Context: an optimization exercise on an open-source flow, tuned for small area, a short achievable clock period and few clock cycles. The choices shown serve that exercise and are no tape-out recipe.
Function was not checked in any run shown here: the RTL went through the layout flow alone.

$ cat flow/flow/run.sh
#!/bin/bash
# The standard layout, with: port buffers made of buf_2 cells; clock tree from
# clkbuf_4/clkbuf_8 with larger sink clusters and no dummy loads; repair_timing
# aiming for 12.0 ns of setup slack (at the design's clock period and constraints).
set -euo pipefail
bash standard.sh \
  "BUFFER_PORTS_ARGS=-buffer_cell sky130_fd_sc_hd__buf_2" \
  "CTS_ARGS=-sink_clustering_enable -repair_clock_nets -buf_list {sky130_fd_sc_hd__clkbuf_4 sky130_fd_sc_hd__clkbuf_8} -sink_clustering_size 30 -sink_clustering_max_diameter 80 -dont_use_dummy_load" \
  SETUP_SLACK_MARGIN=12.0 finish > standard_flow.log 2>&1
$ cat flow/standard.sh
#!/bin/bash
# synth_recipe.tcl (not shown) runs the flow's synth.tcl, then flattens the netlist and writes it again
# the make line also repeats each setting of config.mk as NAME=value (left out here)
make -C /OpenROAD-flow-scripts/flow DESIGN_CONFIG=/design/flow/config.mk WORK_HOME=/design/flow/orfs CLKGATE_MAP_FILE= SYNTH_SCRIPT=/design/flow/synth_recipe.tcl "${@:-finish}"
$ cat flow/config.mk
export PLATFORM = sky130hd
export DESIGN_NAME = hsv2rgb_stream
export DESIGN_NICKNAME = hsv2rgb_stream
export VERILOG_FILES = /design/flow/design.v
export SDC_FILE = /design/flow/constraint.sdc
export NUM_CORES = 4
export LEC_CHECK = 0
export CAP_MARGIN = 5
export CORE_MARGIN = 2
export CORE_UTILIZATION = 65
export CTS_BUF_LIST = sky130_fd_sc_hd__clkbuf_4 sky130_fd_sc_hd__clkbuf_8
export PLACE_DENSITY = 0.75
export SLEW_MARGIN = 5
export TNS_END_PERCENT = 0
$ cat flow/constraint.sdc
create_clock -name core_clock -period 17.0 [get_ports {clk}]
set_input_delay 3.4000 -clock core_clock [delete_from_list [all_inputs] [get_ports {clk}]]
set_output_delay 3.4000 -clock core_clock [all_outputs]
set_load 0.01 [all_outputs]
$ cat flow/design.v
module gr_hue (
    input  wire [7:0] h,
    output reg  [7:0] a0,
    output reg  [7:0] b0,
    output reg  [1:0] grp
);
    always @(*) begin
        case (h)
            8'd0: begin a0 = 8'd255; b0 = 8'd0; end
            8'd1: begin a0 = 8'd253; b0 = 8'd2; end
            8'd2: begin a0 = 8'd250; b0 = 8'd5; end
            8'd3: begin a0 = 8'd248; b0 = 8'd7; end
            8'd4: begin a0 = 8'd245; b0 = 8'd10; end
            8'd5: begin a0 = 8'd242; b0 = 8'd13; end
            8'd6: begin a0 = 8'd240; b0 = 8'd15; end
            8'd7: begin a0 = 8'd237; b0 = 8'd18; end
            8'd8: begin a0 = 8'd234; b0 = 8'd21; end
            8'd9: begin a0 = 8'd232; b0 = 8'd23; end
            8'd10: begin a0 = 8'd229; b0 = 8'd26; end
            8'd11: begin a0 = 8'd226; b0 = 8'd29; end
            8'd12: begin a0 = 8'd224; b0 = 8'd31; end
            8'd13: begin a0 = 8'd221; b0 = 8'd34; end
            8'd14: begin a0 = 8'd218; b0 = 8'd37; end
            8'd15: begin a0 = 8'd216; b0 = 8'd39; end
            8'd16: begin a0 = 8'd213; b0 = 8'd42; end
            8'd17: begin a0 = 8'd210; b0 = 8'd45; end
            8'd18: begin a0 = 8'd208; b0 = 8'd47; end
            8'd19: begin a0 = 8'd205; b0 = 8'd50; end
            8'd20: begin a0 = 8'd202; b0 = 8'd53; end
            8'd21: begin a0 = 8'd200; b0 = 8'd55; end
            8'd22: begin a0 = 8'd197; b0 = 8'd58; end
            8'd23: begin a0 = 8'd194; b0 = 8'd61; end
            8'd24: begin a0 = 8'd192; b0 = 8'd63; end
            8'd25: begin a0 = 8'd189; b0 = 8'd66; end
            8'd26: begin a0 = 8'd186; b0 = 8'd69; end
            8'd27: begin a0 = 8'd184; b0 = 8'd71; end
            8'd28: begin a0 = 8'd181; b0 = 8'd74; end
            8'd29: begin a0 = 8'd178; b0 = 8'd77; end
            8'd30: begin a0 = 8'd176; b0 = 8'd79; end
            8'd31: begin a0 = 8'd173; b0 = 8'd82; end
            8'd32: begin a0 = 8'd171; b0 = 8'd85; end
            8'd33: begin a0 = 8'd171; b0 = 8'd87; end
            8'd34: begin a0 = 8'd171; b0 = 8'd90; end
            8'd35: begin a0 = 8'd171; b0 = 8'd92; end
            8'd36: begin a0 = 8'd171; b0 = 8'd95; end
            8'd37: begin a0 = 8'd171; b0 = 8'd98; end
            8'd38: begin a0 = 8'd171; b0 = 8'd100; end
            8'd39: begin a0 = 8'd171; b0 = 8'd103; end
            8'd40: begin a0 = 8'd171; b0 = 8'd106; end
            8'd41: begin a0 = 8'd171; b0 = 8'd108; end
            8'd42: begin a0 = 8'd171; b0 = 8'd111; end
            8'd43: begin a0 = 8'd171; b0 = 8'd114; end
            8'd44: begin a0 = 8'd171; b0 = 8'd116; end
            8'd45: begin a0 = 8'd171; b0 = 8'd119; end
            8'd46: begin a0 = 8'd171; b0 = 8'd122; end
            8'd47: begin a0 = 8'd171; b0 = 8'd124; end
            8'd48: begin a0 = 8'd171; b0 = 8'd127; end
            8'd49: begin a0 = 8'd171; b0 = 8'd130; end
            8'd50: begin a0 = 8'd171; b0 = 8'd132; end
            8'd51: begin a0 = 8'd171; b0 = 8'd135; end
            8'd52: begin a0 = 8'd171; b0 = 8'd138; end
            8'd53: begin a0 = 8'd171; b0 = 8'd140; end
            8'd54: begin a0 = 8'd171; b0 = 8'd143; end
            8'd55: begin a0 = 8'd171; b0 = 8'd146; end
            8'd56: begin a0 = 8'd171; b0 = 8'd148; end
            8'd57: begin a0 = 8'd171; b0 = 8'd151; end
            8'd58: begin a0 = 8'd171; b0 = 8'd154; end
            8'd59: begin a0 = 8'd171; b0 = 8'd156; end
            8'd60: begin a0 = 8'd171; b0 = 8'd159; end
            8'd61: begin a0 = 8'd171; b0 = 8'd162; end
            8'd62: begin a0 = 8'd171; b0 = 8'd164; end
            8'd63: begin a0 = 8'd171; b0 = 8'd167; end
            8'd64: begin a0 = 8'd171; b0 = 8'd170; end
            8'd65: begin a0 = 8'd166; b0 = 8'd172; end
            8'd66: begin a0 = 8'd161; b0 = 8'd175; end
            8'd67: begin a0 = 8'd156; b0 = 8'd177; end
            8'd68: begin a0 = 8'd150; b0 = 8'd180; end
            8'd69: begin a0 = 8'd145; b0 = 8'd183; end
            8'd70: begin a0 = 8'd140; b0 = 8'd185; end
            8'd71: begin a0 = 8'd134; b0 = 8'd188; end
            8'd72: begin a0 = 8'd129; b0 = 8'd191; end
            8'd73: begin a0 = 8'd124; b0 = 8'd193; end
            8'd74: begin a0 = 8'd118; b0 = 8'd196; end
            8'd75: begin a0 = 8'd113; b0 = 8'd199; end
            8'd76: begin a0 = 8'd108; b0 = 8'd201; end
            8'd77: begin a0 = 8'd102; b0 = 8'd204; end
            8'd78: begin a0 = 8'd97; b0 = 8'd207; end
            8'd79: begin a0 = 8'd92; b0 = 8'd209; end
            8'd80: begin a0 = 8'd86; b0 = 8'd212; end
            8'd81: begin a0 = 8'd81; b0 = 8'd215; end
            8'd82: begin a0 = 8'd76; b0 = 8'd217; end
            8'd83: begin a0 = 8'd71; b0 = 8'd220; end
            8'd84: begin a0 = 8'd65; b0 = 8'd223; end
            8'd85: begin a0 = 8'd60; b0 = 8'd225; end
            8'd86: begin a0 = 8'd55; b0 = 8'd228; end
            8'd87: begin a0 = 8'd49; b0 = 8'd231; end
            8'd88: begin a0 = 8'd44; b0 = 8'd233; end
            8'd89: begin a0 = 8'd39; b0 = 8'd236; end
            8'd90: begin a0 = 8'd33; b0 = 8'd239; end
            8'd91: begin a0 = 8'd28; b0 = 8'd241; end
            8'd92: begin a0 = 8'd23; b0 = 8'd244; end
            8'd93: begin a0 = 8'd17; b0 = 8'd247; end
            8'd94: begin a0 = 8'd12; b0 = 8'd249; end
            8'd95: begin a0 = 8'd7; b0 = 8'd252; end
            8'd96: begin a0 = 8'd255; b0 = 8'd0; end
            8'd97: begin a0 = 8'd253; b0 = 8'd2; end
            8'd98: begin a0 = 8'd250; b0 = 8'd5; end
            8'd99: begin a0 = 8'd248; b0 = 8'd7; end
            8'd100: begin a0 = 8'd245; b0 = 8'd10; end
            8'd101: begin a0 = 8'd242; b0 = 8'd13; end
            8'd102: begin a0 = 8'd240; b0 = 8'd15; end
            8'd103: begin a0 = 8'd237; b0 = 8'd18; end
            8'd104: begin a0 = 8'd234; b0 = 8'd21; end
            8'd105: begin a0 = 8'd232; b0 = 8'd23; end
            8'd106: begin a0 = 8'd229; b0 = 8'd26; end
            8'd107: begin a0 = 8'd226; b0 = 8'd29; end
            8'd108: begin a0 = 8'd224; b0 = 8'd31; end
            8'd109: begin a0 = 8'd221; b0 = 8'd34; end
            8'd110: begin a0 = 8'd218; b0 = 8'd37; end
            8'd111: begin a0 = 8'd216; b0 = 8'd39; end
            8'd112: begin a0 = 8'd213; b0 = 8'd42; end
            8'd113: begin a0 = 8'd210; b0 = 8'd45; end
            8'd114: begin a0 = 8'd208; b0 = 8'd47; end
            8'd115: begin a0 = 8'd205; b0 = 8'd50; end
            8'd116: begin a0 = 8'd202; b0 = 8'd53; end
            8'd117: begin a0 = 8'd200; b0 = 8'd55; end
            8'd118: begin a0 = 8'd197; b0 = 8'd58; end
            8'd119: begin a0 = 8'd194; b0 = 8'd61; end
            8'd120: begin a0 = 8'd192; b0 = 8'd63; end
            8'd121: begin a0 = 8'd189; b0 = 8'd66; end
            8'd122: begin a0 = 8'd186; b0 = 8'd69; end
            8'd123: begin a0 = 8'd184; b0 = 8'd71; end
            8'd124: begin a0 = 8'd181; b0 = 8'd74; end
            8'd125: begin a0 = 8'd178; b0 = 8'd77; end
            8'd126: begin a0 = 8'd176; b0 = 8'd79; end
            8'd127: begin a0 = 8'd173; b0 = 8'd82; end
            8'd128: begin a0 = 8'd171; b0 = 8'd85; end
            8'd129: begin a0 = 8'd166; b0 = 8'd90; end
            8'd130: begin a0 = 8'd161; b0 = 8'd95; end
            8'd131: begin a0 = 8'd156; b0 = 8'd100; end
            8'd132: begin a0 = 8'd150; b0 = 8'd106; end
            8'd133: begin a0 = 8'd145; b0 = 8'd111; end
            8'd134: begin a0 = 8'd140; b0 = 8'd116; end
            8'd135: begin a0 = 8'd134; b0 = 8'd122; end
            8'd136: begin a0 = 8'd129; b0 = 8'd127; end
            8'd137: begin a0 = 8'd124; b0 = 8'd132; end
            8'd138: begin a0 = 8'd118; b0 = 8'd138; end
            8'd139: begin a0 = 8'd113; b0 = 8'd143; end
            8'd140: begin a0 = 8'd108; b0 = 8'd148; end
            8'd141: begin a0 = 8'd102; b0 = 8'd154; end
            8'd142: begin a0 = 8'd97; b0 = 8'd159; end
            8'd143: begin a0 = 8'd92; b0 = 8'd164; end
            8'd144: begin a0 = 8'd86; b0 = 8'd170; end
            8'd145: begin a0 = 8'd81; b0 = 8'd175; end
            8'd146: begin a0 = 8'd76; b0 = 8'd180; end
            8'd147: begin a0 = 8'd71; b0 = 8'd185; end
            8'd148: begin a0 = 8'd65; b0 = 8'd191; end
            8'd149: begin a0 = 8'd60; b0 = 8'd196; end
            8'd150: begin a0 = 8'd55; b0 = 8'd201; end
            8'd151: begin a0 = 8'd49; b0 = 8'd207; end
            8'd152: begin a0 = 8'd44; b0 = 8'd212; end
            8'd153: begin a0 = 8'd39; b0 = 8'd217; end
            8'd154: begin a0 = 8'd33; b0 = 8'd223; end
            8'd155: begin a0 = 8'd28; b0 = 8'd228; end
            8'd156: begin a0 = 8'd23; b0 = 8'd233; end
            8'd157: begin a0 = 8'd17; b0 = 8'd239; end
            8'd158: begin a0 = 8'd12; b0 = 8'd244; end
            8'd159: begin a0 = 8'd7; b0 = 8'd249; end
            8'd160: begin a0 = 8'd255; b0 = 8'd0; end
            8'd161: begin a0 = 8'd253; b0 = 8'd2; end
            8'd162: begin a0 = 8'd250; b0 = 8'd5; end
            8'd163: begin a0 = 8'd248; b0 = 8'd7; end
            8'd164: begin a0 = 8'd245; b0 = 8'd10; end
            8'd165: begin a0 = 8'd242; b0 = 8'd13; end
            8'd166: begin a0 = 8'd240; b0 = 8'd15; end
            8'd167: begin a0 = 8'd237; b0 = 8'd18; end
            8'd168: begin a0 = 8'd234; b0 = 8'd21; end
            8'd169: begin a0 = 8'd232; b0 = 8'd23; end
            8'd170: begin a0 = 8'd229; b0 = 8'd26; end
            8'd171: begin a0 = 8'd226; b0 = 8'd29; end
            8'd172: begin a0 = 8'd224; b0 = 8'd31; end
            8'd173: begin a0 = 8'd221; b0 = 8'd34; end
            8'd174: begin a0 = 8'd218; b0 = 8'd37; end
            8'd175: begin a0 = 8'd216; b0 = 8'd39; end
            8'd176: begin a0 = 8'd213; b0 = 8'd42; end
            8'd177: begin a0 = 8'd210; b0 = 8'd45; end
            8'd178: begin a0 = 8'd208; b0 = 8'd47; end
            8'd179: begin a0 = 8'd205; b0 = 8'd50; end
            8'd180: begin a0 = 8'd202; b0 = 8'd53; end
            8'd181: begin a0 = 8'd200; b0 = 8'd55; end
            8'd182: begin a0 = 8'd197; b0 = 8'd58; end
            8'd183: begin a0 = 8'd194; b0 = 8'd61; end
            8'd184: begin a0 = 8'd192; b0 = 8'd63; end
            8'd185: begin a0 = 8'd189; b0 = 8'd66; end
            8'd186: begin a0 = 8'd186; b0 = 8'd69; end
            8'd187: begin a0 = 8'd184; b0 = 8'd71; end
            8'd188: begin a0 = 8'd181; b0 = 8'd74; end
            8'd189: begin a0 = 8'd178; b0 = 8'd77; end
            8'd190: begin a0 = 8'd176; b0 = 8'd79; end
            8'd191: begin a0 = 8'd173; b0 = 8'd82; end
            8'd192: begin a0 = 8'd171; b0 = 8'd85; end
            8'd193: begin a0 = 8'd169; b0 = 8'd87; end
            8'd194: begin a0 = 8'd166; b0 = 8'd90; end
            8'd195: begin a0 = 8'd164; b0 = 8'd92; end
            8'd196: begin a0 = 8'd161; b0 = 8'd95; end
            8'd197: begin a0 = 8'd158; b0 = 8'd98; end
            8'd198: begin a0 = 8'd156; b0 = 8'd100; end
            8'd199: begin a0 = 8'd153; b0 = 8'd103; end
            8'd200: begin a0 = 8'd150; b0 = 8'd106; end
            8'd201: begin a0 = 8'd148; b0 = 8'd108; end
            8'd202: begin a0 = 8'd145; b0 = 8'd111; end
            8'd203: begin a0 = 8'd142; b0 = 8'd114; end
            8'd204: begin a0 = 8'd140; b0 = 8'd116; end
            8'd205: begin a0 = 8'd137; b0 = 8'd119; end
            8'd206: begin a0 = 8'd134; b0 = 8'd122; end
            8'd207: begin a0 = 8'd132; b0 = 8'd124; end
            8'd208: begin a0 = 8'd129; b0 = 8'd127; end
            8'd209: begin a0 = 8'd126; b0 = 8'd130; end
            8'd210: begin a0 = 8'd124; b0 = 8'd132; end
            8'd211: begin a0 = 8'd121; b0 = 8'd135; end
            8'd212: begin a0 = 8'd118; b0 = 8'd138; end
            8'd213: begin a0 = 8'd116; b0 = 8'd140; end
            8'd214: begin a0 = 8'd113; b0 = 8'd143; end
            8'd215: begin a0 = 8'd110; b0 = 8'd146; end
            8'd216: begin a0 = 8'd108; b0 = 8'd148; end
            8'd217: begin a0 = 8'd105; b0 = 8'd151; end
            8'd218: begin a0 = 8'd102; b0 = 8'd154; end
            8'd219: begin a0 = 8'd100; b0 = 8'd156; end
            8'd220: begin a0 = 8'd97; b0 = 8'd159; end
            8'd221: begin a0 = 8'd94; b0 = 8'd162; end
            8'd222: begin a0 = 8'd92; b0 = 8'd164; end
            8'd223: begin a0 = 8'd89; b0 = 8'd167; end
            8'd224: begin a0 = 8'd85; b0 = 8'd170; end
            8'd225: begin a0 = 8'd83; b0 = 8'd172; end
            8'd226: begin a0 = 8'd80; b0 = 8'd175; end
            8'd227: begin a0 = 8'd78; b0 = 8'd177; end
            8'd228: begin a0 = 8'd75; b0 = 8'd180; end
            8'd229: begin a0 = 8'd72; b0 = 8'd183; end
            8'd230: begin a0 = 8'd70; b0 = 8'd185; end
            8'd231: begin a0 = 8'd67; b0 = 8'd188; end
            8'd232: begin a0 = 8'd64; b0 = 8'd191; end
            8'd233: begin a0 = 8'd62; b0 = 8'd193; end
            8'd234: begin a0 = 8'd59; b0 = 8'd196; end
            8'd235: begin a0 = 8'd56; b0 = 8'd199; end
            8'd236: begin a0 = 8'd54; b0 = 8'd201; end
            8'd237: begin a0 = 8'd51; b0 = 8'd204; end
            8'd238: begin a0 = 8'd48; b0 = 8'd207; end
            8'd239: begin a0 = 8'd46; b0 = 8'd209; end
            8'd240: begin a0 = 8'd43; b0 = 8'd212; end
            8'd241: begin a0 = 8'd40; b0 = 8'd215; end
            8'd242: begin a0 = 8'd38; b0 = 8'd217; end
            8'd243: begin a0 = 8'd35; b0 = 8'd220; end
            8'd244: begin a0 = 8'd32; b0 = 8'd223; end
            8'd245: begin a0 = 8'd30; b0 = 8'd225; end
            8'd246: begin a0 = 8'd27; b0 = 8'd228; end
            8'd247: begin a0 = 8'd24; b0 = 8'd231; end
            8'd248: begin a0 = 8'd22; b0 = 8'd233; end
            8'd249: begin a0 = 8'd19; b0 = 8'd236; end
            8'd250: begin a0 = 8'd16; b0 = 8'd239; end
            8'd251: begin a0 = 8'd14; b0 = 8'd241; end
            8'd252: begin a0 = 8'd11; b0 = 8'd244; end
            8'd253: begin a0 = 8'd8; b0 = 8'd247; end
            8'd254: begin a0 = 8'd6; b0 = 8'd249; end
            8'd255: begin a0 = 8'd3; b0 = 8'd252; end
            default: begin a0 = 8'd0; b0 = 8'd0; end
        endcase
        grp = (h[7:5] <= 3'd2) ? 2'd0 : (h[7:5] <= 3'd4) ? 2'd1 : 2'd2;
    end
endmodule
module gr_sat (
    input  wire [7:0] a0,
    input  wire [7:0] b0,
    input  wire [1:0] grp,
    input  wire [7:0] s,
    output reg  [7:0] r1,
    output reg  [7:0] g1,
    output reg  [7:0] b1
);
    wire s0   = (s == 8'd0);
    wire s255 = (s == 8'd255);
    wire [7:0] am, bm;
    gr_sat_mul u_a (.c(a0), .s(s), .y(am));
    gr_sat_mul u_b (.c(b0), .s(s), .y(bm));
    wire       ka = s255 && a0 == 8'd0;
    wire       kb = s255 && b0 == 8'd0;
    wire [7:0] ns = 8'd0 - s;
    wire [7:0] a1 = {am[7:1] | {7{s0}}, (am[0] & !ka) | s0};
    wire [7:0] c1 = {bm[7:1] | {7{s0}}, (bm[0] & !kb) | s0};
    wire [7:0] z1 = {ns[7:1] | {7{s0}}, (ns[0] & !s255) | s0};
    always @(*) begin
        case (grp)
            2'd0:    begin r1 = a1; g1 = c1; b1 = z1; end
            2'd1:    begin r1 = z1; g1 = a1; b1 = c1; end
            default: begin r1 = c1; g1 = z1; b1 = a1; end
        endcase
    end
endmodule
module gr_val (
    input  wire [7:0] c,
    input  wire [7:0] v,
    output wire [7:0] y
);
    wire [7:0] m;
    gr_val_mul u_m (.c(c), .v(v), .y(m));
    wire kill = (v == 8'd0) || (v == 8'd255 && c == 8'd0);
    assign y = {m[7:1], m[0] & !kill};
endmodule
module gr_sat_mul (input wire [7:0] c, input wire [7:0] s, output wire [7:0] y);
    wire t_1 = (c[0] & s[6]) ^ (c[1] & s[5]);
    wire t_2 = (c[0] & s[6]) & (c[1] & s[5]);
    wire t_3 = (c[0] & s[7]) ^ (c[1] & s[6]) ^ (c[2] & s[5]);
    wire t_4 = ((c[0] & s[7]) & (c[1] & s[6])) | ((c[0] & s[7]) & (c[2] & s[5])) | ((c[1] & s[6]) & (c[2] & s[5]));
    wire t_5 = (c[3] & s[4]) ^ (c[4] & s[3]);
    wire t_6 = (c[3] & s[4]) & (c[4] & s[3]);
    wire t_7 = (c[1] & s[7]) ^ (c[2] & s[6]) ^ (c[3] & s[5]);
    wire t_8 = ((c[1] & s[7]) & (c[2] & s[6])) | ((c[1] & s[7]) & (c[3] & s[5])) | ((c[2] & s[6]) & (c[3] & s[5]));
    wire t_9 = (c[4] & s[4]) ^ (c[5] & s[3]) ^ (c[6] & s[2]);
    wire t_10 = ((c[4] & s[4]) & (c[5] & s[3])) | ((c[4] & s[4]) & (c[6] & s[2])) | ((c[5] & s[3]) & (c[6] & s[2]));
    wire t_11 = (c[7] & s[1]) ^ (~s[0]);
    wire t_12 = (c[7] & s[1]) & (~s[0]);
    wire t_13 = (c[2] & s[7]) ^ (c[3] & s[6]) ^ (c[4] & s[5]);
    wire t_14 = ((c[2] & s[7]) & (c[3] & s[6])) | ((c[2] & s[7]) & (c[4] & s[5])) | ((c[3] & s[6]) & (c[4] & s[5]));
    wire t_15 = (c[5] & s[4]) ^ (c[6] & s[3]) ^ (c[7] & s[2]);
    wire t_16 = ((c[5] & s[4]) & (c[6] & s[3])) | ((c[5] & s[4]) & (c[7] & s[2])) | ((c[6] & s[3]) & (c[7] & s[2]));
    wire t_17 = (c[3] & s[7]) ^ (c[4] & s[6]) ^ (c[5] & s[5]);
    wire t_18 = ((c[3] & s[7]) & (c[4] & s[6])) | ((c[3] & s[7]) & (c[5] & s[5])) | ((c[4] & s[6]) & (c[5] & s[5]));
    wire t_19 = (c[0] & s[4]) ^ (c[1] & s[3]);
    wire t_20 = (c[0] & s[4]) & (c[1] & s[3]);
    wire t_21 = (c[0] & s[5]) ^ (c[1] & s[4]) ^ (c[2] & s[3]);
    wire t_22 = ((c[0] & s[5]) & (c[1] & s[4])) | ((c[0] & s[5]) & (c[2] & s[3])) | ((c[1] & s[4]) & (c[2] & s[3]));
    wire t_23 = (c[3] & s[2]) ^ (c[4] & s[1]);
    wire t_24 = (c[3] & s[2]) & (c[4] & s[1]);
    wire t_25 = t_1 ^ (c[2] & s[4]) ^ (c[3] & s[3]);
    wire t_26 = (t_1 & (c[2] & s[4])) | (t_1 & (c[3] & s[3])) | ((c[2] & s[4]) & (c[3] & s[3]));
    wire t_27 = (c[4] & s[2]) ^ (c[5] & s[1]) ^ (c[6] & s[0]);
    wire t_28 = ((c[4] & s[2]) & (c[5] & s[1])) | ((c[4] & s[2]) & (c[6] & s[0])) | ((c[5] & s[1]) & (c[6] & s[0]));
    wire t_29 = t_3 ^ t_5 ^ (c[5] & s[2]);
    wire t_30 = (t_3 & t_5) | (t_3 & (c[5] & s[2])) | (t_5 & (c[5] & s[2]));
    wire t_31 = (c[6] & s[1]) ^ (c[7] & s[0]) ^ t_2;
    wire t_32 = ((c[6] & s[1]) & (c[7] & s[0])) | ((c[6] & s[1]) & t_2) | ((c[7] & s[0]) & t_2);
    wire t_33 = t_7 ^ t_9 ^ t_11;
    wire t_34 = (t_7 & t_9) | (t_7 & t_11) | (t_9 & t_11);
    wire t_35 = 1'b1 ^ t_4 ^ t_6;
    wire t_36 = (1'b1 & t_4) | (1'b1 & t_6) | (t_4 & t_6);
    wire t_37 = t_13 ^ t_15 ^ (~s[1]);
    wire t_38 = (t_13 & t_15) | (t_13 & (~s[1])) | (t_15 & (~s[1]));
    wire t_39 = t_8 ^ t_10 ^ t_12;
    wire t_40 = (t_8 & t_10) | (t_8 & t_12) | (t_10 & t_12);
    wire t_41 = t_17 ^ (c[6] & s[4]) ^ (c[7] & s[3]);
    wire t_42 = (t_17 & (c[6] & s[4])) | (t_17 & (c[7] & s[3])) | ((c[6] & s[4]) & (c[7] & s[3]));
    wire t_43 = (~s[2]) ^ t_14 ^ t_16;
    wire t_44 = ((~s[2]) & t_14) | ((~s[2]) & t_16) | (t_14 & t_16);
    wire t_45 = (c[4] & s[7]) ^ (c[5] & s[6]) ^ (c[6] & s[5]);
    wire t_46 = ((c[4] & s[7]) & (c[5] & s[6])) | ((c[4] & s[7]) & (c[6] & s[5])) | ((c[5] & s[6]) & (c[6] & s[5]));
    wire t_47 = (c[7] & s[4]) ^ (~s[3]) ^ t_18;
    wire t_48 = ((c[7] & s[4]) & (~s[3])) | ((c[7] & s[4]) & t_18) | ((~s[3]) & t_18);
    wire t_49 = (c[5] & s[7]) ^ (c[6] & s[6]) ^ (c[7] & s[5]);
    wire t_50 = ((c[5] & s[7]) & (c[6] & s[6])) | ((c[5] & s[7]) & (c[7] & s[5])) | ((c[6] & s[6]) & (c[7] & s[5]));
    wire t_51 = (c[0] & s[3]) ^ (c[1] & s[2]);
    wire t_52 = (c[0] & s[3]) & (c[1] & s[2]);
    wire t_53 = t_19 ^ (c[2] & s[2]) ^ (c[3] & s[1]);
    wire t_54 = (t_19 & (c[2] & s[2])) | (t_19 & (c[3] & s[1])) | ((c[2] & s[2]) & (c[3] & s[1]));
    wire t_55 = t_21 ^ t_23 ^ (c[5] & s[0]);
    wire t_56 = (t_21 & t_23) | (t_21 & (c[5] & s[0])) | (t_23 & (c[5] & s[0]));
    wire t_57 = t_25 ^ t_27 ^ t_22;
    wire t_58 = (t_25 & t_27) | (t_25 & t_22) | (t_27 & t_22);
    wire t_59 = t_29 ^ t_31 ^ t_26;
    wire t_60 = (t_29 & t_31) | (t_29 & t_26) | (t_31 & t_26);
    wire t_61 = t_33 ^ t_35 ^ t_30;
    wire t_62 = (t_33 & t_35) | (t_33 & t_30) | (t_35 & t_30);
    wire t_63 = t_37 ^ t_39 ^ t_34;
    wire t_64 = (t_37 & t_39) | (t_37 & t_34) | (t_39 & t_34);
    wire t_65 = t_41 ^ t_43 ^ t_38;
    wire t_66 = (t_41 & t_43) | (t_41 & t_38) | (t_43 & t_38);
    wire t_67 = t_45 ^ t_47 ^ t_42;
    wire t_68 = (t_45 & t_47) | (t_45 & t_42) | (t_47 & t_42);
    wire t_69 = t_49 ^ (~s[4]) ^ t_46;
    wire t_70 = (t_49 & (~s[4])) | (t_49 & t_46) | ((~s[4]) & t_46);
    wire t_71 = (c[6] & s[7]) ^ (c[7] & s[6]) ^ (~s[5]);
    wire t_72 = ((c[6] & s[7]) & (c[7] & s[6])) | ((c[6] & s[7]) & (~s[5])) | ((c[7] & s[6]) & (~s[5]));
    wire t_73 = (c[0] & s[2]) ^ (c[1] & s[1]);
    wire t_74 = (c[0] & s[2]) & (c[1] & s[1]);
    wire t_75 = t_51 ^ (c[2] & s[1]) ^ (c[3] & s[0]);
    wire t_76 = (t_51 & (c[2] & s[1])) | (t_51 & (c[3] & s[0])) | ((c[2] & s[1]) & (c[3] & s[0]));
    wire t_77 = t_53 ^ (c[4] & s[0]) ^ t_52;
    wire t_78 = (t_53 & (c[4] & s[0])) | (t_53 & t_52) | ((c[4] & s[0]) & t_52);
    wire t_79 = t_55 ^ t_20 ^ t_54;
    wire t_80 = (t_55 & t_20) | (t_55 & t_54) | (t_20 & t_54);
    wire t_81 = t_57 ^ t_24 ^ t_56;
    wire t_82 = (t_57 & t_24) | (t_57 & t_56) | (t_24 & t_56);
    wire t_83 = t_59 ^ t_28 ^ t_58;
    wire t_84 = (t_59 & t_28) | (t_59 & t_58) | (t_28 & t_58);
    wire t_85 = t_61 ^ t_32 ^ t_60;
    wire t_86 = (t_61 & t_32) | (t_61 & t_60) | (t_32 & t_60);
    wire t_87 = t_63 ^ t_36 ^ t_62;
    wire t_88 = (t_63 & t_36) | (t_63 & t_62) | (t_36 & t_62);
    wire t_89 = t_65 ^ t_40 ^ t_64;
    wire t_90 = (t_65 & t_40) | (t_65 & t_64) | (t_40 & t_64);
    wire t_91 = t_67 ^ t_44 ^ t_66;
    wire t_92 = (t_67 & t_44) | (t_67 & t_66) | (t_44 & t_66);
    wire t_93 = t_69 ^ t_48 ^ t_68;
    wire t_94 = (t_69 & t_48) | (t_69 & t_68) | (t_48 & t_68);
    wire t_95 = t_71 ^ t_50 ^ t_70;
    wire t_96 = (t_71 & t_50) | (t_71 & t_70) | (t_50 & t_70);
    wire t_97 = (c[7] & s[7]) ^ (~s[6]) ^ t_72;
    wire t_98 = ((c[7] & s[7]) & (~s[6])) | ((c[7] & s[7]) & t_72) | ((~s[6]) & t_72);
    wire [15:0] t_99 = {(~s[7]), t_97, t_95, t_93, t_91, t_89, t_87, t_85, t_83, t_81, t_79, t_77, t_75, t_73, (c[0] & s[1]), (c[0] & s[0])};
    wire [15:0] t_100 = {t_98, t_96, t_94, t_92, t_90, t_88, t_86, t_84, t_82, t_80, t_78, t_76, t_74, (c[2] & s[0]), (c[1] & s[0]), 1'b0};
    wire [15:0] t_101 = t_99 + t_100;
    assign y = {t_101[15], t_101[14], t_101[13], t_101[12], t_101[11], t_101[10], t_101[9], t_101[8]};
endmodule
module gr_val_mul (input wire [7:0] c, input wire [7:0] v, output wire [7:0] y);
    wire t_1 = (c[0] & v[6]) ^ (c[1] & v[5]);
    wire t_2 = (c[0] & v[6]) & (c[1] & v[5]);
    wire t_3 = (c[0] & v[7]) ^ (c[1] & v[6]) ^ (c[2] & v[5]);
    wire t_4 = ((c[0] & v[7]) & (c[1] & v[6])) | ((c[0] & v[7]) & (c[2] & v[5])) | ((c[1] & v[6]) & (c[2] & v[5]));
    wire t_5 = (c[3] & v[4]) ^ (c[4] & v[3]);
    wire t_6 = (c[3] & v[4]) & (c[4] & v[3]);
    wire t_7 = (c[1] & v[7]) ^ (c[2] & v[6]) ^ (c[3] & v[5]);
    wire t_8 = ((c[1] & v[7]) & (c[2] & v[6])) | ((c[1] & v[7]) & (c[3] & v[5])) | ((c[2] & v[6]) & (c[3] & v[5]));
    wire t_9 = (c[4] & v[4]) ^ (c[5] & v[3]) ^ (c[6] & v[2]);
    wire t_10 = ((c[4] & v[4]) & (c[5] & v[3])) | ((c[4] & v[4]) & (c[6] & v[2])) | ((c[5] & v[3]) & (c[6] & v[2]));
    wire t_11 = (c[2] & v[7]) ^ (c[3] & v[6]) ^ (c[4] & v[5]);
    wire t_12 = ((c[2] & v[7]) & (c[3] & v[6])) | ((c[2] & v[7]) & (c[4] & v[5])) | ((c[3] & v[6]) & (c[4] & v[5]));
    wire t_13 = (c[0] & v[4]) ^ (c[1] & v[3]);
    wire t_14 = (c[0] & v[4]) & (c[1] & v[3]);
    wire t_15 = (c[0] & v[5]) ^ (c[1] & v[4]) ^ (c[2] & v[3]);
    wire t_16 = ((c[0] & v[5]) & (c[1] & v[4])) | ((c[0] & v[5]) & (c[2] & v[3])) | ((c[1] & v[4]) & (c[2] & v[3]));
    wire t_17 = (c[3] & v[2]) ^ (c[4] & v[1]);
    wire t_18 = (c[3] & v[2]) & (c[4] & v[1]);
    wire t_19 = t_1 ^ (c[2] & v[4]) ^ (c[3] & v[3]);
    wire t_20 = (t_1 & (c[2] & v[4])) | (t_1 & (c[3] & v[3])) | ((c[2] & v[4]) & (c[3] & v[3]));
    wire t_21 = (c[4] & v[2]) ^ (c[5] & v[1]) ^ (c[6] & v[0]);
    wire t_22 = ((c[4] & v[2]) & (c[5] & v[1])) | ((c[4] & v[2]) & (c[6] & v[0])) | ((c[5] & v[1]) & (c[6] & v[0]));
    wire t_23 = t_3 ^ t_5 ^ (c[5] & v[2]);
    wire t_24 = (t_3 & t_5) | (t_3 & (c[5] & v[2])) | (t_5 & (c[5] & v[2]));
    wire t_25 = (c[6] & v[1]) ^ (c[7] & v[0]) ^ t_2;
    wire t_26 = ((c[6] & v[1]) & (c[7] & v[0])) | ((c[6] & v[1]) & t_2) | ((c[7] & v[0]) & t_2);
    wire t_27 = t_7 ^ t_9 ^ (c[7] & v[1]);
    wire t_28 = (t_7 & t_9) | (t_7 & (c[7] & v[1])) | (t_9 & (c[7] & v[1]));
    wire t_29 = 1'b1 ^ t_4 ^ t_6;
    wire t_30 = (1'b1 & t_4) | (1'b1 & t_6) | (t_4 & t_6);
    wire t_31 = t_11 ^ (c[5] & v[4]) ^ (c[6] & v[3]);
    wire t_32 = (t_11 & (c[5] & v[4])) | (t_11 & (c[6] & v[3])) | ((c[5] & v[4]) & (c[6] & v[3]));
    wire t_33 = (c[7] & v[2]) ^ t_8 ^ t_10;
    wire t_34 = ((c[7] & v[2]) & t_8) | ((c[7] & v[2]) & t_10) | (t_8 & t_10);
    wire t_35 = (c[3] & v[7]) ^ (c[4] & v[6]) ^ (c[5] & v[5]);
    wire t_36 = ((c[3] & v[7]) & (c[4] & v[6])) | ((c[3] & v[7]) & (c[5] & v[5])) | ((c[4] & v[6]) & (c[5] & v[5]));
    wire t_37 = (c[6] & v[4]) ^ (c[7] & v[3]) ^ t_12;
    wire t_38 = ((c[6] & v[4]) & (c[7] & v[3])) | ((c[6] & v[4]) & t_12) | ((c[7] & v[3]) & t_12);
    wire t_39 = (c[4] & v[7]) ^ (c[5] & v[6]) ^ (c[6] & v[5]);
    wire t_40 = ((c[4] & v[7]) & (c[5] & v[6])) | ((c[4] & v[7]) & (c[6] & v[5])) | ((c[5] & v[6]) & (c[6] & v[5]));
    wire t_41 = (c[0] & v[3]) ^ (c[1] & v[2]);
    wire t_42 = (c[0] & v[3]) & (c[1] & v[2]);
    wire t_43 = t_13 ^ (c[2] & v[2]) ^ (c[3] & v[1]);
    wire t_44 = (t_13 & (c[2] & v[2])) | (t_13 & (c[3] & v[1])) | ((c[2] & v[2]) & (c[3] & v[1]));
    wire t_45 = t_15 ^ t_17 ^ (c[5] & v[0]);
    wire t_46 = (t_15 & t_17) | (t_15 & (c[5] & v[0])) | (t_17 & (c[5] & v[0]));
    wire t_47 = t_19 ^ t_21 ^ t_16;
    wire t_48 = (t_19 & t_21) | (t_19 & t_16) | (t_21 & t_16);
    wire t_49 = t_23 ^ t_25 ^ t_20;
    wire t_50 = (t_23 & t_25) | (t_23 & t_20) | (t_25 & t_20);
    wire t_51 = t_27 ^ t_29 ^ t_24;
    wire t_52 = (t_27 & t_29) | (t_27 & t_24) | (t_29 & t_24);
    wire t_53 = t_31 ^ t_33 ^ t_28;
    wire t_54 = (t_31 & t_33) | (t_31 & t_28) | (t_33 & t_28);
    wire t_55 = t_35 ^ t_37 ^ t_32;
    wire t_56 = (t_35 & t_37) | (t_35 & t_32) | (t_37 & t_32);
    wire t_57 = t_39 ^ (c[7] & v[4]) ^ t_36;
    wire t_58 = (t_39 & (c[7] & v[4])) | (t_39 & t_36) | ((c[7] & v[4]) & t_36);
    wire t_59 = (c[5] & v[7]) ^ (c[6] & v[6]) ^ (c[7] & v[5]);
    wire t_60 = ((c[5] & v[7]) & (c[6] & v[6])) | ((c[5] & v[7]) & (c[7] & v[5])) | ((c[6] & v[6]) & (c[7] & v[5]));
    wire t_61 = (c[0] & v[2]) ^ (c[1] & v[1]);
    wire t_62 = (c[0] & v[2]) & (c[1] & v[1]);
    wire t_63 = t_41 ^ (c[2] & v[1]) ^ (c[3] & v[0]);
    wire t_64 = (t_41 & (c[2] & v[1])) | (t_41 & (c[3] & v[0])) | ((c[2] & v[1]) & (c[3] & v[0]));
    wire t_65 = t_43 ^ (c[4] & v[0]) ^ t_42;
    wire t_66 = (t_43 & (c[4] & v[0])) | (t_43 & t_42) | ((c[4] & v[0]) & t_42);
    wire t_67 = t_45 ^ t_14 ^ t_44;
    wire t_68 = (t_45 & t_14) | (t_45 & t_44) | (t_14 & t_44);
    wire t_69 = t_47 ^ t_18 ^ t_46;
    wire t_70 = (t_47 & t_18) | (t_47 & t_46) | (t_18 & t_46);
    wire t_71 = t_49 ^ t_22 ^ t_48;
    wire t_72 = (t_49 & t_22) | (t_49 & t_48) | (t_22 & t_48);
    wire t_73 = t_51 ^ t_26 ^ t_50;
    wire t_74 = (t_51 & t_26) | (t_51 & t_50) | (t_26 & t_50);
    wire t_75 = t_53 ^ t_30 ^ t_52;
    wire t_76 = (t_53 & t_30) | (t_53 & t_52) | (t_30 & t_52);
    wire t_77 = t_55 ^ t_34 ^ t_54;
    wire t_78 = (t_55 & t_34) | (t_55 & t_54) | (t_34 & t_54);
    wire t_79 = t_57 ^ t_38 ^ t_56;
    wire t_80 = (t_57 & t_38) | (t_57 & t_56) | (t_38 & t_56);
    wire t_81 = t_59 ^ t_40 ^ t_58;
    wire t_82 = (t_59 & t_40) | (t_59 & t_58) | (t_40 & t_58);
    wire t_83 = (c[6] & v[7]) ^ (c[7] & v[6]) ^ t_60;
    wire t_84 = ((c[6] & v[7]) & (c[7] & v[6])) | ((c[6] & v[7]) & t_60) | ((c[7] & v[6]) & t_60);
    wire [15:0] t_85 = {1'b0, (c[7] & v[7]), t_83, t_81, t_79, t_77, t_75, t_73, t_71, t_69, t_67, t_65, t_63, t_61, (c[0] & v[1]), (c[0] & v[0])};
    wire [15:0] t_86 = {1'b0, t_84, t_82, t_80, t_78, t_76, t_74, t_72, t_70, t_68, t_66, t_64, t_62, (c[2] & v[0]), (c[1] & v[0]), 1'b0};
    wire [15:0] t_87 = t_85 + t_86;
    assign y = {t_87[15], t_87[14], t_87[13], t_87[12], t_87[11], t_87[10], t_87[9], t_87[8]};
endmodule
module hsv2rgb_stream (
    input  wire        clk,
    input  wire        rst,         
    input  wire        in_valid,
    output wire        in_ready,
    input  wire [23:0] in_hsv,      
    output reg         out_valid,
    input  wire        out_ready,
    output wire [31:0] out_rgba     
);
    reg sk_valid;
    wire en = !sk_valid;
    assign in_ready = en;
    wire [7:0] a0, b0;
    wire [1:0] grp;
    gr_hue u_hue (.h(in_hsv[23:16]), .a0(a0), .b0(b0), .grp(grp));
    reg        v1;
    reg [7:0]  a0_q, b0_q, s_q, v1_q;
    reg [1:0]  grp_q;
    always @(posedge clk) begin
        if (rst)
            v1 <= 1'b0;
        else if (en)
            v1 <= in_valid;
        if (en) begin
            a0_q <= a0; b0_q <= b0; grp_q <= grp;
            s_q  <= in_hsv[15:8]; v1_q <= in_hsv[7:0];
        end
    end
    wire [7:0] r1, g1, b1;
    gr_sat u_sat (.a0(a0_q), .b0(b0_q), .grp(grp_q), .s(s_q), .r1(r1), .g1(g1), .b1(b1));
    reg        v2;
    reg [7:0]  r1_q, g1_q, b1_q, v2_q;
    always @(posedge clk) begin
        if (rst)
            v2 <= 1'b0;
        else if (en)
            v2 <= v1;
        if (en) begin
            r1_q <= r1; g1_q <= g1; b1_q <= b1; v2_q <= v1_q;
        end
    end
    wire [23:0] rgb;
    gr_val u_val_r (.c(r1_q), .v(v2_q), .y(rgb[23:16]));
    gr_val u_val_g (.c(g1_q), .v(v2_q), .y(rgb[15:8]));
    gr_val u_val_b (.c(b1_q), .v(v2_q), .y(rgb[7:0]));
    wire push     = v2 && en;                   
    wire out_free = !out_valid || out_ready;    
    reg  [23:0] sk_rgb, out_rgb;
    always @(posedge clk) begin
        if (rst) begin
            out_valid <= 1'b0;
            sk_valid  <= 1'b0;
        end else begin
            if (out_free)
                out_valid <= sk_valid || push;
            sk_valid <= sk_valid ? !out_free : (push && !out_free);
        end
        if (out_free)
            out_rgb <= sk_valid ? sk_rgb : rgb;
        if (!sk_valid)
            sk_rgb <= rgb;
    end
    assign out_rgba = {out_rgb, 8'hFF};
endmodule
==> impl_metrics.py, run 1 <==
metrics = {
    "layout": {
        "num_antenna_cells": 0,
        "finalNetCount": 2021,
        "mostFrequentLayoutCells": "inv_1 (225), nand2_1 (213), and2_1 (193)",
        "fillCellCount": 1721,
        "finalInstanceArea_mm2": 0.0161,
        "regArea_mm2": 0.00326,
        "drive_gt1_share_pct": 10.7,
        "final_common_cell": "inv_1",
        "syn2layout_area_growth_pct": 7.63,
        "multi_input_area_mm2": 0.0106,
    },
    "route": {
        "wl_mm": 34.6,
        "detail_route.wl_per_cell_um": 17.5,
        "num_vias": 11600,
        "drt-initial-drc-count": 851,
        "viasPerCell": 5.88,
        "first_pass_iters": 5,
        "drc_errors": 0,
        "ant_nets": 0,
    },
    "timing": {
        "period_share_pct": 30.6,
        "fin_tns_setup_ns": 0,
        "rsz0062_at_grt": "yes",
        "tightestPinTransition_ns": 1.01,
        "drv_slew": 0,
        "min_period_ns": 5.19,
        "finalHoldViolations": 0,
        "relSlewSlack_pct": 32.4,
        "finalClockSkew_ns": 0.0281,
        "setup_viol": 0,
        "max_freq_mhz": 193,
    },
    "cts": {
        "clock-sinks": 118,
        "htree_levels": 4,
        "cts_made_buffers": 17,
        "clockRootBuffer": "clkbuf_8",
        "clockBufferDepth": 2,
        "clk_pin_slew_ns": 0.06,
        "clkLatencyLatePin_ns": 0.45,
        "cts_tree": "yes",
    },
    "critical_path": {
        "cp_slowest_cell": "fa_1",
        "crit_path_frequent_cell": "fa_1",
        "worstSetupEndpointType": "register",
        "criticalPathCategory": "register to register",
        "critical-path-top-delay-family": "adder cells",
        "regToRegEndpoint": "g1_q[7]",
        "rrSetupSlack_ns": 11.81,
        "path_depth": 17,
        "path_cells": "buf_12 > and2_4 > fa_1 > fa_1 > inv_2 > fa_1 > inv_2 > fa_1 > ha_4 > a2111oi_4 > o21ai_2 > o2111ai_2 > a21oi_2 > o32a_1 > a21o_1 > mux2i_1 > o211a_1",
        "worst-path-max-fanout": 4,
        "reg2reg_depth": 17,
        "worst_ep_arrival_time_ns": 5.37,
        "crit_path_max_incr_delay_ns": 0.56,
        "path_buf_inv": 3,
        "r2r_start": "s_q[5]",
        "crit_required_ns": 17.18,
        "start_kind": "register",
        "cp-startpoint": "s_q[5]",
    },
    "synth": {
        "yosysSeqAreaShare_pct": 21.8,
        "async_flop_share_pct": 0,
        "synth.avg_cell_area_um2": 9.02,
        "mappedNetlistArea_mm2": 0.0149,
        "yosys.area.top_type_share_pct": 25.0,
        "synth-xor-area-share_pct": 1.64,
        "ys_types": 71,
        "ys_dominant_reg_cell": "edfxtp_1",
        "yosys_warnings": 3,
        "synth_edf_count": 90,
        "synthMuxAreaShare_pct": 2.35,
        "synth_top_family_by_area": "adder cells",
        "netlist_top_cells_area": "fa_1 (25%), edfxtp_1 (18%), ha_1 (9.2%)",
        "synthSimpleGateAreaFrac_pct": 19.9,
        "syn_inst": 1657,
        "yosys.area_share.adder_pct": 34.3,
        "yosysTopAreaCell": "fa_1",
        "synth_compound_area_share_pct": 11.6,
        "ys_ff_latch": 118,
    },
    "floorplan": {
        "fp.dieW_um": 156,
        "die_y_um": 156,
        "die-area_mm2": 0.0242,
        "ioPinCount": 62,
        "fp-row-count": 55,
        "initial_core_util_pct": 66.0,
        "core_mm2": 0.0226,
    },
    "placed_design": {
        "gp_congestion": 0.899,
        "dpl_cell_area_mm2": 0.0153,
        "dp_hpwl_mm": 25.0,
        "io_buffers": 53,
    },
    "worst_hold_path": {
        "min_path_type": "register to register",
        "min_to": "v2_q[2]",
        "min-delay-start": "v1_q[2]",
        "whs_path_depth": 0,
    },
    "global_routing": {
        "grt_max_degree": 62,
        "antenna_found_initial": 0,
        "grt_pass1_vias": 11800,
        "grt_usage_pct": 29.7,
        "grt_overflow": 0,
        "grt_pass1_wl_mm": 57.3,
    },
    "run": {
        "maxCapViolCount": 0,
    },
    "outcome": {
        "run_status": "no timing/DRC/antenna violations",
    },
}
## synth_stat cells (25+ instances only)
cell        n
inv_1     230
dfxtp_1    28
ha_1      110
and2_1    194
clkbuf_1   67
mux2i_1    25
nand2_1   214
a21oi_1    57
o21ai_0    84
fa_1      187
nor2_1     71
edfxtp_1   90
## flip-flops by register name, summed over array words and instances, names as in the netlist
signal,count
a0_q,8
b0_q,8
b1_q,8
g1_q,8
grp_q,2
out_rgb,24
out_valid,1
r1_q,8
s_q,8
sk_rgb,24
sk_valid,1
v1,1
v1_q,8
v2,1
v2_q,8
## stage by stage
stage               util [%]  hold slack, ns  setup WS [ns]  cells
finish                  71.1           0.416          11.81   1979
global route            71.1           0.428          11.65   1979
CTS                     70.3           0.416          11.85   1971
detailed placement      67.7           0.406          11.16   1922
floorplan                  -           0.400          11.83   1664
global placement        67.7           0.400          11.25   1922
## final cells by class
cell class | instances | share of cell area [%]
inverter | 232 | 5.44
multi-input combinational | 1222 | 66.0
sequential | 118 | 20.3
timing repair buffer | 105 | 4.57
tap | 285 | 2.22
clock buffer | 17 | 1.45
## what timing repair did
action | CTS | global route
endpoints found under the setup margin | 59 | 54
gates resized for setup | 17 | 26
cloned | 1 | 0
endpoints found under the hold margin | 0 | 0
buffers inserted | 31 | 8
pin swaps | 9 | 32
hold buffers | 0 | 0
## cell families after synthesis
logic type	Yosys count
AND/OR/NAND/NOR	592
buffers and inverters	324
adder cells (fa/ha/maj)	297
AO/OA/AOI/OAI	266
flip-flops	118
multiplexers	31
XOR/XNOR	28
other	1
## how the worst max path moves through the flow
| stage | slack [ns] | to |
|---|---|---|
| floorplan | 11.83 | b0_q[2] |
| global placement | 11.25 | b0_q[3] |
| detailed placement | 11.16 | b0_q[4] |
| CTS | 11.85 | b1_q[4] |
| global route | 11.65 | b1_q[5] |
| finish | 11.81 | g1_q[7] |
## routing by layer
layer	routed length (µm)	part of all wire [%]	vias up	GRT usage [%]
li1	-	-	5491	-
met1	14400	42	5716	37.6
met2	17400	50	369	52.2
met3	1650	4.8	70	3.92
met4	1140	3.3	0	11.5
met5	0	0	-	0
==> inputs of run 2 (changes only) <==
==> flow/flow/run.sh (replaced) <==
#!/bin/bash
# The standard layout, with: port buffers made of buf_2 cells; clock tree from
# clkbuf_4/clkbuf_8 with larger sink clusters and no dummy loads; repair_timing
# aiming for 11.9 ns of setup slack (at the design's clock period and constraints).
set -euo pipefail
bash standard.sh \
  "BUFFER_PORTS_ARGS=-buffer_cell sky130_fd_sc_hd__buf_2" \
  "CTS_ARGS=-sink_clustering_enable -repair_clock_nets -buf_list {sky130_fd_sc_hd__clkbuf_4 sky130_fd_sc_hd__clkbuf_8} -sink_clustering_size 30 -sink_clustering_max_diameter 80 -dont_use_dummy_load" \
  SETUP_SLACK_MARGIN=11.9 finish > standard_flow.log 2>&1
--- a/flow/config.mk
+++ b/flow/config.mk
@@ -11,4 +11,4 @@
 export CTS_BUF_LIST = sky130_fd_sc_hd__clkbuf_4 sky130_fd_sc_hd__clkbuf_8
 export PLACE_DENSITY = 0.75
 export SLEW_MARGIN = 5
-export TNS_END_PERCENT = 0
+export TNS_END_PERCENT = 10
==> run 2 against run 1 <==
Against the previous run: global-route usage increased by 0.13 points; area after synthesis stayed put; clock-buffer cell count unchanged; final cell count grew 0.45%; setup slack improved by 0.0055 ns; highest routed layer unchanged; still clean; critical endpoint is now g1_q[6]; sequential share of layout area shrank 0.13 points; critical path type unchanged.
==> impl_metrics.py, run 2 <==
metrics = {
    "outcome": {
        "run_status": "no timing/DRC/antenna violations",
    },
    "synth": {
        "yosysTopAreaCell": "fa_1",
        "ys_ff_latch": 118,
        "mappedNetlistArea_mm2": 0.0149,
        "yosysSeqAreaShare_pct": 21.8,
        "netlist_top_cells_area": "fa_1 (25%), edfxtp_1 (18%), ha_1 (9.2%)",
        "yosys.area.top_type_share_pct": 25.0,
        "yosys_warnings": 3,
        "synth_most_common_cell": "inv_1",
        "syn_inst": 1657,
        "synth_edf_count": 90,
        "synth.avg_cell_area_um2": 9.02,
        "ys_top_cells_by_count": "inv_1 (230), nand2_1 (214), and2_1 (194)",
        "ys_types": 71,
        "ys_dominant_reg_cell": "edfxtp_1",
        "async_flop_share_pct": 0,
    },
    "route": {
        "ant_nets": 0,
        "drc_errors": 0,
        "first_pass_iters": 5,
        "num_vias": 11700,
        "viasPerCell": 5.90,
        "wl_mm": 34.9,
        "drt-initial-drc-count": 885,
        "detail_route.wl_per_cell_um": 17.5,
    },
    "critical_path": {
        "worst_ep_arrival_time_ns": 5.46,
        "rrSetupSlack_ns": 11.81,
        "worst-path-max-fanout": 5,
        "worstSetupEndpointType": "register",
        "criticalPathCategory": "register to register",
        "start_kind": "register",
        "crit_required_ns": 17.27,
    },
    "cts": {
        "cts_tree": "yes",
        "clock-sinks": 118,
        "cts_made_buffers": 17,
        "cts_hold_buf": 0,
        "clockRootBuffer": "clkbuf_8",
        "clk_pin_slew_ns": 0.06,
        "htree_levels": 4,
        "clkLatencyLatePin_ns": 0.45,
        "clockBufferDepth": 2,
    },
    "timing": {
        "finalHoldViolations": 0,
        "fin_tns_setup_ns": 0,
        "min_period_ns": 5.19,
        "relSlewSlack_pct": 33.2,
        "max_freq_mhz": 193,
        "fin_ws_ns": 11.81,
        "drv_slew": 0,
        "finalClockSkew_ns": 0.0243,
        "tightestPinTransition_ns": 1.00,
        "setup_viol": 0,
        "period_share_pct": 30.5,
        "rsz0062_at_grt": "yes",
    },
    "layout": {
        "finalNetCount": 2030,
        "final_common_cell": "inv_1",
        "num_antenna_cells": 0,
        "mostFrequentLayoutCells": "inv_1 (225), nand2_1 (213), and2_1 (191)",
        "drive_gt1_share_pct": 11.9,
        "syn2layout_area_growth_pct": 8.31,
        "fin_util_pct": 71.5,
        "reg_top3": "out_rgb x24, sk_rgb x24",
        "fillCellCount": 1713,
    },
    "global_routing": {
        "antenna_found_initial": 0,
        "grt_usage_pct": 29.9,
        "grt_overflow": 0,
        "grt_max_degree": 62,
        "grt_pass1_wl_mm": 57.5,
        "grt_pass1_vias": 11800,
    },
    "floorplan": {
        "die_y_um": 156,
        "initial_core_util_pct": 66.0,
        "ioPinCount": 62,
        "die-area_mm2": 0.0242,
        "fp.dieW_um": 156,
        "fp-row-count": 55,
        "core_mm2": 0.0226,
    },
    "placed_design": {
        "io_buffers": 53,
        "dp_hpwl_mm": 25.0,
        "pre_cts_slack_ns": 11.16,
        "gp_congestion": 0.899,
    },
    "run": {
        "maxCapViolCount": 0,
    },
    "worst_hold_path": {
        "min_path_type": "register to register",
    },
}
==> run 2: cell counts after synthesis <==
Identical to the previous run, type by type.
==> run 2: per-layer routing <==
layer	up-vias	wire length, µm	track usage [%]
met1	5811	14600	37.8
met4	0	1080	11.5
met3	67	1540	3.92
met2	350	17600	52.5
li1	5508	-	-
met5	-	0	0
==> run 2: worst paths after layout <==
check	startpoint	endpoint	cells after the start
max	s_q[7]	g1_q[6]	18
min	v1_q[2]	v2_q[2]	0
max reg2reg	s_q[7]	g1_q[6]	18
min reg2reg	v1_q[2]	v2_q[2]	0
==> run 2: timing repair <==
action	in CTS	in global routing
setup buffers	32	16
endpoints found under the setup margin	50	41
pin swaps	11	20
cloned	1	0
resized for setup	17	43
hold endpoints to repair	0	0
==> run 2: kinds of logic after synthesis <==
group / share of synthesized area (%)
compound gates: 11.6
xor+xnor: 1.64
fa+ha+maj: 34.3
buf+inv: 8.42
flops: 21.8
mux: 2.35
other cells: 0.0251
simple gates: 19.9
==> run 2: stage by stage <==
step,area [µm²],instances,hold WS [ns]
2_1_floorplan,15000,1664,0.400
3_3_place_gp,15300,1922,0.400
3_5_place_dp,15300,1922,0.406
4_1_cts,15900,1972,0.416
5_1_grt,16200,1988,0.428
6_report,16200,1988,0.420
==> run 2: critical path: stages, from the launching register on <==
cell and delay [ns]:
edfxtp_1 0.42, buf_4 0.18, and2_1 0.17, fa_1 0.50
fa_1 0.54, inv_1 0.05, fa_1 0.53, inv_1 0.06
fa_2 0.57, ha_4 0.23, a21oi_1 0.19, o221ai_1 0.20
a31oi_4 0.22, a21oi_2 0.11, buf_4 0.15, or4_1 0.51
nand3_2 0.12, mux2i_1 0.08, mux2i_1 0.19
==> run 2: cell type report <==
| class | count | area, µm² | share of cell area (%) |
|---|---|---|---|
| timing repair buffer | 114 | 793 | 4.90 |
| inverter | 232 | 877 | 5.42 |
| sequential | 118 | 3260 | 20.2 |
| tap | 285 | 357 | 2.20 |
| clock buffer | 17 | 234 | 1.45 |
| multi-input combinational | 1222 | 10700 | 65.9 |

afterwards: timing with drivers on the ports:
No port has a modelled driver above. Below, the same layouts with a new extraction and two added sets of constraints.
Step 1 assumes that a clkbuf_16 drives the clock port and a buf_2 every other input.
Step 2 times the ports against the registers' clock, not the clock port: input delays grow and output delays shrink by t, the midpoint of the rising clock arrivals with the driver on.
Three values: ideal ports, drivers, drivers and shift; two values: the first two.
run	t, ns	setup slack, ns	worst hold slack (ns)	clock arrival spread, ns
run 1	0.485	11.806 / 11.806 / 11.374	0.416 / 0.416 / 0.416	0.030 / 0.030
run 2	0.484	11.812 / 11.812 / 11.434	0.420 / 0.420 / 0.420	0.027 / 0.027
After both steps every run listed still meets setup and hold. For run 1, which loses most, drivers alone change the setup slack by 0.000 ns; drivers and shift together by -0.432 ns.
